This design comes from an exercise in tuning for small area on the open sky130 flow, not from production work. In this exercise RTL edits were held to simulation tests only and were not proved equivalent to the original. Power and IR drop assume default switching activity.

$ cat design/flow/flow/run.sh
#!/bin/bash
# Standard ORFS layout (standard.sh), with two changes to config.mk:
#  - the port buffers are the smallest buffer cell, sky130_fd_sc_hd__buf_1;
#  - clock tree synthesis options (CTS_ARGS below), when set.
# Each tool's output goes to standard.log in this folder; ORFS's own per-step
# logs stay under orfs/logs.
set -e
echo 'export BUFFER_PORTS_ARGS = -buffer_cell sky130_fd_sc_hd__buf_1' >> config.mk
CTS_ARGS="-repair_clock_nets -buf_list sky130_fd_sc_hd__clkbuf_8 -dont_use_dummy_load -sink_buffer_max_cap_derate 1.0"
if [ -n "$CTS_ARGS" ]; then echo "export CTS_ARGS = $CTS_ARGS" >> config.mk; fi
bash standard.sh > standard.log 2>&1
$ cat design/flow/standard.sh
#!/bin/bash
# synth_recipe.tcl (not shown) runs the flow's synth.tcl, then flattens the netlist and writes it again
# the make line also repeats each setting of config.mk as NAME=value (left out here)
make -C /OpenROAD-flow-scripts/flow DESIGN_CONFIG=/design/flow/config.mk WORK_HOME=/design/flow/orfs CLKGATE_MAP_FILE= SYNTH_SCRIPT=/design/flow/synth_recipe.tcl "${@:-finish}"
$ cat design/flow/config.mk
export PLATFORM = sky130hd
export DESIGN_NAME = beebc_core
export DESIGN_NICKNAME = beebc_core
export VERILOG_FILES = /design/flow/design.v
export SDC_FILE = /design/flow/constraint.sdc
export NUM_CORES = 4
export LEC_CHECK = 0
export CAP_MARGIN = 20
export CORE_MARGIN = 2
export CORE_UTILIZATION = 40
export SLEW_MARGIN = 20
export BUFFER_PORTS_ARGS = -buffer_cell sky130_fd_sc_hd__buf_1
export CTS_ARGS = -repair_clock_nets -buf_list sky130_fd_sc_hd__clkbuf_8 -dont_use_dummy_load -sink_buffer_max_cap_derate 1.0
$ cat design/flow/constraint.sdc
create_clock -name core_clock -period 8.0 [get_ports {clk}]
set_input_delay 1.6000 -clock core_clock [delete_from_list [all_inputs] [get_ports {clk}]]
set_output_delay 1.6000 -clock core_clock [all_outputs]
set_load 0.01 [all_outputs]
$ cat design/flow/design.v
module beebc_decoder (
    input  wire [3:0] state,
    input  wire [3:0] opcode,    
    input  wire       cf,
    input  wire       zf,
    output reg  [3:0] next
);
    always @(*) begin
        if (state == 4'd2) begin
            case (opcode)
                4'd1:    next = 4'd8;     
                4'd2:    next = 4'd10;    
                4'd3:    next = 4'd11;    
                4'd4:    next = 4'd12;    
                4'd6:    next = 4'd14;    
                4'd7:    next = cf ? 4'd14 : 4'd3;   
                4'd8:    next = zf ? 4'd14 : 4'd3;   
                4'd14:   next = 4'd13;    
                4'd15:   next = 4'd15;    
                default: next = 4'd3;     
            endcase
        end else if (state == 4'd15)
            next = 4'd15;                 
        else if (state == 4'd10 || state == 4'd11)
            next = 4'd9;                  
        else if (state == 4'd9)
            next = 4'd5;
        else if (state[3])
            next = 4'd4;
        else
            next = {1'b0, state[2:0] + 3'd1};
    end
endmodule
module beebc_core (
    input  wire       clk,
    input  wire       rst,         
    output wire [3:0] mem_addr,
    input  wire [7:0] mem_rdata,
    output wire [7:0] mem_wdata,
    output wire       mem_we,
    output wire [7:0] out,
    output wire       out_strobe,
    output wire       halted
);
    reg  [3:0] state;
    reg  [3:0] pc;
    reg  [3:0] m;       
    reg  [7:0] a;
    reg  [7:0] alu;
    reg        cf;
    reg        zf;
    wire [3:0] next;
    beebc_decoder u_dec (
        .state  (state),
        .opcode (mem_rdata[7:4]),
        .cf     (cf),
        .zf     (zf),
        .next   (next)
    );
    wire fetch  = (state == 4'd2);
    wire s_lda  = (state == 4'd8);
    wire s_alu  = (state[3:1] == 3'b101);    
    wire s_sub  = state[0];
    wire s_copy = (state == 4'd9);           
    wire s_jump = (state == 4'd14);
    wire [7:0] b = mem_rdata ^ {8{s_sub}};
    wire [8:0] c;
    wire [7:0] r;
    assign c[0] = s_sub;
    genvar i;
    generate
        for (i = 0; i < 8; i = i + 1) begin : g_add
            assign r[i]   = a[i] ^ b[i] ^ c[i];
            assign c[i+1] = (a[i] & b[i]) | (c[i] & (a[i] ^ b[i]));
        end
    endgenerate
    wire ovf = c[8] ^ s_sub;
    wire is_ldi = fetch & (mem_rdata[7:4] == 4'd5);
    wire a_from_alu = ~rst & s_copy;
    wire a_from_mem = ~rst & (s_lda | is_ldi);
    wire a_hold     = ~rst & ~(s_copy | s_lda | is_ldi);
    wire [7:0] ld   = {mem_rdata[7:4] & {4{~fetch}}, mem_rdata[3:0]};
    wire alu_load   = ~rst & s_alu & ~ovf;
    wire alu_hold   = ~rst & ~(s_alu & ~ovf);
    always @(posedge clk) begin
        m   <= fetch ? mem_rdata[3:0] : pc;
        a   <= ({8{a_from_alu}} & alu) | ({8{a_from_mem}} & ld) | ({8{a_hold}} & a);
        alu <= ({8{alu_load}} & r) | ({8{alu_hold}} & alu);
        if (rst) begin
            state <= 4'd0;
            pc    <= 4'd0;
            cf    <= 1'b0;
            zf    <= 1'b0;
        end else begin
            state <= next;
            if (s_jump)
                pc <= m;
            else if (fetch)
                pc <= pc + 4'd1;
            if (s_alu) begin
                cf <= ovf;
                zf <= ~ovf & (r == 8'h00);
            end
        end
    end
    assign mem_addr   = m;
    assign mem_wdata  = a;
    assign mem_we     = (state == 4'd12);
    assign out        = a;
    assign out_strobe = (state == 4'd13);
    assign halted     = (state == 4'd15);
endmodule
==> results.cfg, run 1 <==
[outcome]
status = finished clean

[sta]
post-route-period-util_pct = 64.0
hold_viol_final = 0
finalWorstSetupSlack_ps = 2880
setup_viol = 0
relSlewSlack_pct = 43.5
rsz0062_at_grt = no
timing.fmax_ghz = 0.195
min_period_ps = 5120
fin_skew_ps = 13.1
slew_viol_final = 0
setup_tns_ps = 0
tightest_slew_ps = 843

[final_layout]
final_area_um2 = 1890
fill_cells = 452
area_growth_pct = 7.56
drive_above_1_share_pct = 5.74
utilization_pct = 43.9
antenna_cells = 0
nets = 233

[clocking]
clk_latency_ps = 280
cts_setup_buffers = 0
cts_tree = built
clkSlewWorstSetupHoldPaths_ps = 70
htreeDepth = 2
cts_resized = 0
clockRootBuffer = clkbuf_8
cts_buffer_depth = 2
numCtsBuffers = 5
cts_sinks = 30
cts_hold_buffers = 0

[drt]
drt-pass1-iter-count = 6
drtIter0Drc = 98
drcViolationCount = 0
wl_um = 3850
routedWlPerCell_um = 14.8
vias = 1415
ant_nets = 0
viasPerCell = 5.42

[critical_path]
start_kind = input pin
end_kind = flip-flop
path_max_fanout = 9
cp_common_cell = fa_1
slowest_stage = a31oi_1
worstPathArrival_ps = 5350
path_buf_inv = 2
crit_chain = buf_1 -> o21ai_0 -> fa_1 -> fa_1 -> fa_1 -> fa_1 -> fa_1 -> inv_1 -> fa_1 -> fa_1 -> xor2_1 -> a31oi_1 -> a22o_1
slowest_delay_ps = 690
critPathTopFamily = adder cells
worstPathRequired_ps = 8230
crit_type = in2reg

[hold_path]
hold_path_class = reg2reg

[placement]
place.gp.congestion = 0.828
pre_cts_ws_ps = 2640
port_buffers = 32
dpl.hpwl_um = 2750
dpl_cell_area_um2 = 1820

[global_routing]
gr-total-overflow = 0
grt_usage_pct = 16.6
grt_pass1_wl_um = 6500
grt_pass1_vias = 1323
antenna_found_initial = 0
grt_start_max_net_pins = 15

[yosys]
synthTopCellsByCount = dfxtp_1, inv_1, nand2_1, xor2_1, o21ai_0
yosysWarnings = 2
syn_area_per_cell_um2 = 9.18
synth_edf_count = 0
syn_nets = 213
netlist_instances = 191
yosys.cell_count.top_type = dfxtp_1
ys_seq_area_share_pct = 34.2
synth_top_area_share_pct = 34.2
synth_area_um2 = 1750
synth.ff_latch_count = 30
synth_ff_type = dfxtp_1
synth_area_leaders = dfxtp_1, fa_1, xor2_1
yosysTopAreaCell = dfxtp_1
async_reset_ff_share_pct = 0
yosys.cell_types.count = 45

[floorplanning]
rows = 24
io_pins = 33
die_h_um = 70.2
die_x_um = 70.2
die_area_um2 = 4930
core_area_um2 = 4290
start_util_pct = 40.9

[power_and_ir_drop]
power_density_nw_per_um2 = 238
seq_power_share_pct = 44.1
power_frac_comb_pct = 31.8
vdd_drop_max_uv = 118
p_int_mw = 0.289
sw_frac_of_total_pct = 35.5
leakage_nw = 0.779
clockPowerShare_pct = 24.1
p_switching_mw = 0.159

[run]
drv_cap = 0
-- cell type report --
class,count,area (um2),share of cell area (%)
timing repair buffer,32,120,6.37
sequential,30,601,31.8
clock buffer,5,68.8,3.65
inverter,16,60.1,3.18
multi-input combinational,126,972,51.5
tap,52,65.1,3.45
-- logic make-up after synthesis --
logic type	after synthesis	synth area share, %
fa+ha+maj	12	11.6
buf+inv	35	10.3
compound gates	46	18.9
simple gates	50	15.4
mux	4	2.57
xor+xnor	14	6.99
flops	30	34.2
-- tightest hold or removal path: cells and delay by family (launching register included) --
| kind | cells | cell delay, ps |
|---|---|---|
| AO/OA/AOI/OAI | 1 | 60 |
| flip-flops | 1 | 330 |
| AND/OR/NAND/NOR | 1 | 40 |
-- layout by cell type (no fill, tap or decap), types with 2 or more instances in the layout --
cell type  synthesis  layout
and3_1             4       4
ha_1               5       5
fa_1               7       7
clkbuf_8           0       5
a21oi_1            8       8
nand2b_1           2       2
buf_1              1      32
xnor2_1            4       4
a211oi_1           3       3
nor2b_1            3       3
a222oi_1           8       8
nor3_1             2       2
xor2_1            10      10
o21ai_0            9       9
dfxtp_1           30      30
nand3_1            3       3
and2_1             3       3
nor2_1             8       8
a31oi_1            3       3
inv_1             16      16
a22o_1             5       5
mux2_2             4       4
nand4_1            3       3
nand2_1           14      14
-- worst paths after layout --
kind / startpoint / endpoint / slack, ps / cells past startpoint
max: mem_rdata[0] / alu[3] / 2880 / 13
min: alu[6] / alu[6] / 460 / 2
max reg2reg: state[0] / alu[3] / 3620 / 12
min reg2reg: alu[6] / alu[6] / 460 / 2
-- per-layer routing --
layer,GRT usage (%),vias to the layer above,part of all wire [%]
li1,-,704,-
met4,4.70,0,0.65
met5,0,-,0
met3,3.90,4,4.9
met2,24.9,42,45
met1,23.8,665,49
-- per-stage QoR --
step	std cells	total power [mW]	hold slack, ps
after CTS	261	0.450	469
final	261	0.449	463
after global routing	261	0.480	497
after global placement	256	0.343	456
after floorplan	191	0.313	426
after detailed placement	256	0.343	453
-- sequential cells by signal, summed over array words and instances (netlist names) --
| signal | cells |
|---|---|
| cf | 1 |
| pc | 4 |
| a | 8 |
| m | 4 |
| zf | 1 |
| alu | 8 |
| state | 4 |
-- power groups by stage --
| stage | registers, mW | logic, mW | clock network [mW] |
|---|---|---|---|
| 6_report | 0.198 | 0.142 | 0.108 |
| 5_1_grt | 0.202 | 0.163 | 0.115 |
| 4_1_cts | 0.198 | 0.143 | 0.110 |
| 3_5_place_dp | 0.201 | 0.142 | 0 |
| 3_3_place_gp | 0.201 | 0.142 | 0 |
| 2_1_floorplan | 0.188 | 0.124 | 0 |
==> inputs of run 2 (changes only) <==
--- a/design/flow/flow/run.sh
+++ b/design/flow/flow/run.sh
@@ -6,6 +6,6 @@
 # logs stay under orfs/logs.
 set -e
 echo 'export BUFFER_PORTS_ARGS = -buffer_cell sky130_fd_sc_hd__buf_1' >> config.mk
-CTS_ARGS="-repair_clock_nets -buf_list sky130_fd_sc_hd__clkbuf_8 -dont_use_dummy_load -sink_buffer_max_cap_derate 1.0"
+CTS_ARGS="-repair_clock_nets -buf_list sky130_fd_sc_hd__clkbuf_4 -dont_use_dummy_load -sink_buffer_max_cap_derate 1.0"
 if [ -n "$CTS_ARGS" ]; then echo "export CTS_ARGS = $CTS_ARGS" >> config.mk; fi
 bash standard.sh > standard.log 2>&1
--- a/design/flow/config.mk
+++ b/design/flow/config.mk
@@ -10,4 +10,4 @@
 export CORE_UTILIZATION = 40
 export SLEW_MARGIN = 20
 export BUFFER_PORTS_ARGS = -buffer_cell sky130_fd_sc_hd__buf_1
-export CTS_ARGS = -repair_clock_nets -buf_list sky130_fd_sc_hd__clkbuf_8 -dont_use_dummy_load -sink_buffer_max_cap_derate 1.0
+export CTS_ARGS = -repair_clock_nets -buf_list sky130_fd_sc_hd__clkbuf_4 -dont_use_dummy_load -sink_buffer_max_cap_derate 1.0
==> run 2 against run 1 <==
Against the previous run:
- non-clock buffer count stayed put
- setup slack improved by 71 ps
- area after synthesis unchanged
- first-iteration DRC count is 2.0% lower
- register-to-register slack better by 20 ps
- clock skew is 7.2 ps higher
- critical endpoint unchanged
- largest power group unchanged
- highest routed layer unchanged
==> results.cfg, run 2 <==
[yosys]
yosys.cell_count.top_type = dfxtp_1
synthSimpleGateAreaFrac_pct = 15.4
synth.ff_latch_count = 30
yosys.cell_types.count = 45
ys_seq_area_share_pct = 34.2
synth_area_leaders = dfxtp_1, fa_1, xor2_1
synth_top_family_by_area = compound AO/OA/AOI/OAI gates
yosysTopAreaCell = dfxtp_1
synth_top_area_share_pct = 34.2
syn_area_per_cell_um2 = 9.18
yosysWarnings = 2
async_reset_ff_share_pct = 0
synthTopCellsByCount = dfxtp_1, inv_1, nand2_1, xor2_1, o21ai_0
netlist_instances = 191
synthAdderAreaFrac_pct = 11.6
synth_edf_count = 0
synth_xor_xnor_area_share_pct = 6.99
syn_nets = 213
synth_area_um2 = 1750
synth_ff_type = dfxtp_1
synthMuxAreaShare_pct = 2.57
synth_compound_area_share_pct = 18.9

[critical_path]
crit_type = in2reg
r2r_cells = 12
start_kind = input pin
worstPathArrival_ps = 5330
path_max_fanout = 9
end_kind = flip-flop
worstPathRequired_ps = 8280

[outcome]
status = finished clean

[placement]
place.gp.congestion = 0.828
port_buffers = 32
dpl_cell_area_um2 = 1820
pre_cts_ws_ps = 2640
dpl.hpwl_um = 2750

[power_and_ir_drop]
clockPowerShare_pct = 18.5
p_switching_mw = 0.154
p_int_mw = 0.262
leakage_nw = 0.766
power_density_nw_per_um2 = 225
vdd_drop_max_uv = 112
power_frac_comb_pct = 34.2
seq_power_share_pct = 47.3
sw_frac_of_total_pct = 37.0

[final_layout]
reg_top3 = a: 8 flops, alu: 8 flops
antenna_cells = 0
area_growth_pct = 5.78
drive_above_1_share_pct = 5.74
final_area_um2 = 1860
utilization_pct = 43.2
mostFrequentLayoutCells = buf_1, dfxtp_1, inv_1, nand2_1, xor2_1
final_common_cell = buf_1
nets = 233

[sta]
rsz0062_at_grt = no
slew_viol_final = 0
tightest_slew_ps = 846
fin_skew_ps = 20.3
setup_tns_ps = 0
relSlewSlack_pct = 43.4
min_period_ps = 5050
finalWorstSetupSlack_ps = 2950
timing.fmax_ghz = 0.198
whs_ps = 475
hold_viol_final = 0
post-route-period-util_pct = 63.2
setup_viol = 0

[clocking]
cts_buffer_depth = 2
htreeDepth = 2
cts_sinks = 30
clk_latency_ps = 330
cts_hold_buffers = 0
numCtsBuffers = 5
cts_setup_buffers = 0
cts_resized = 0
clkSlewWorstSetupHoldPaths_ps = 100
cts_tree = built
clockRootBuffer = clkbuf_4

[global_routing]
grt_use_met2_pct = 24.3
gr-total-overflow = 0
grt_usage_pct = 16.8
grtUsageMet3_pct = 4.33
grt_pass1_vias = 1322
antenna_found_initial = 0
grt_start_max_net_pins = 15
grt_busiest_layer = met2
grt_pass1_wl_um = 6500
use_met1_pct = 24.0

[drt]
drcViolationCount = 0
wl_um = 3820
drtIter0Drc = 96
viasPerCell = 5.39
ant_nets = 0
routedWlPerCell_um = 14.6
drt-pass1-iter-count = 4
vias = 1407

[floorplanning]
core_area_um2 = 4290
rows = 24
die_area_um2 = 4930
die_x_um = 70.2
die_h_um = 70.2
start_util_pct = 40.9
io_pins = 33

[run]
drv_cap = 0

[hold_path]
holdPathStages = 2
hold_path_class = reg2reg
-- run 2: cell types whose count changed in the layout (fill, tap and decap cells not counted) --
cell	delta
clkbuf_8	-5
clkbuf_4	+5
-- run 2: critical path: stages --
cell	delay [ps]
buf_1	180
o21ai_0	140
fa_1	410
fa_1	400
fa_1	400
fa_1	390
fa_1	370
inv_1	70
fa_1	170
fa_1	180
xor2_1	90
a31oi_1	680
a22o_1	260
-- run 2: final timing paths --
kind,from,end,slack (ps)
hold reg to reg,alu[6],alu[6],470
setup / recovery,mem_rdata[0],alu[3],2950
setup reg to reg,state[0],alu[3],3640
hold / removal,alu[6],alu[6],470
-- run 2: kinds of logic (layout without fill, tap and decap cells) --
kind of cell,after synthesis,after routing
fa+ha+maj,12,12
mux,4,4
flops,30,30
buf+inv,35,53
xor+xnor,14,14
simple gates,50,50
compound gates,46,46
-- run 2: layout make-up --
cell class,instances,area [um2]
clock buffer,5,37.5
fill,453,2440
inverter,16,60.1
multi-input combinational,126,972
sequential,30,601
tap,52,65.1
timing repair buffer,32,120
-- run 2: routing by layer --
layer / vias up / part of all wire, %
li1: 706 / -
met1: 665 / 51
met2: 34 / 45
met3: 2 / 3.7
met4: 0 / 0.52
met5: - / 0
-- run 2: power by group through the flow --
stage / Combinational (mW) / Sequential (mW) / Clock (mW)
after floorplan: 0.124 / 0.188 / 0
after global placement: 0.142 / 0.201 / 0
after detailed placement: 0.142 / 0.201 / 0
after CTS: 0.143 / 0.197 / 0.0798
after global routing: 0.163 / 0.202 / 0.0867
final: 0.142 / 0.197 / 0.0771
-- run 2: metrics by stage --
step / power (mW) / cells
after floorplan: 0.313 / 191
after global placement: 0.343 / 256
after detailed placement: 0.343 / 256
after CTS: 0.420 / 261
after global routing: 0.451 / 261
final: 0.417 / 261

==> port drivers added, routing unchanged <==
The results above use ideal ports. As a check the final layouts listed here were re-extracted and re-timed, cells and wires unchanged. Step 1 assumes that a clkbuf_16 drives the clock port and a buf_2 every other input. Step 2, shift: input delay + t, output delay - t, t = (earliest + latest rising clock arrival at the registers) / 2. This alone moves slack from input paths to output paths. Slacks: ideal / step 1 / step 2; pairs: ideal / step 1.
run | t (ns) | slack for setup (ns) | worst setup path at the end | slew at the worst register clock pin (ns)
run 1 | 0.299 | 2.876 / 2.880 / 2.581 | input to register | 0.07 / 0.07
run 2 | 0.347 | 2.948 / 2.950 / 2.603 | input to register | 0.10 / 0.10
After both steps every run listed still meets setup and hold. For run 2, which loses most, drivers alone change the setup slack by +0.002 ns; drivers and shift together by -0.345 ns.
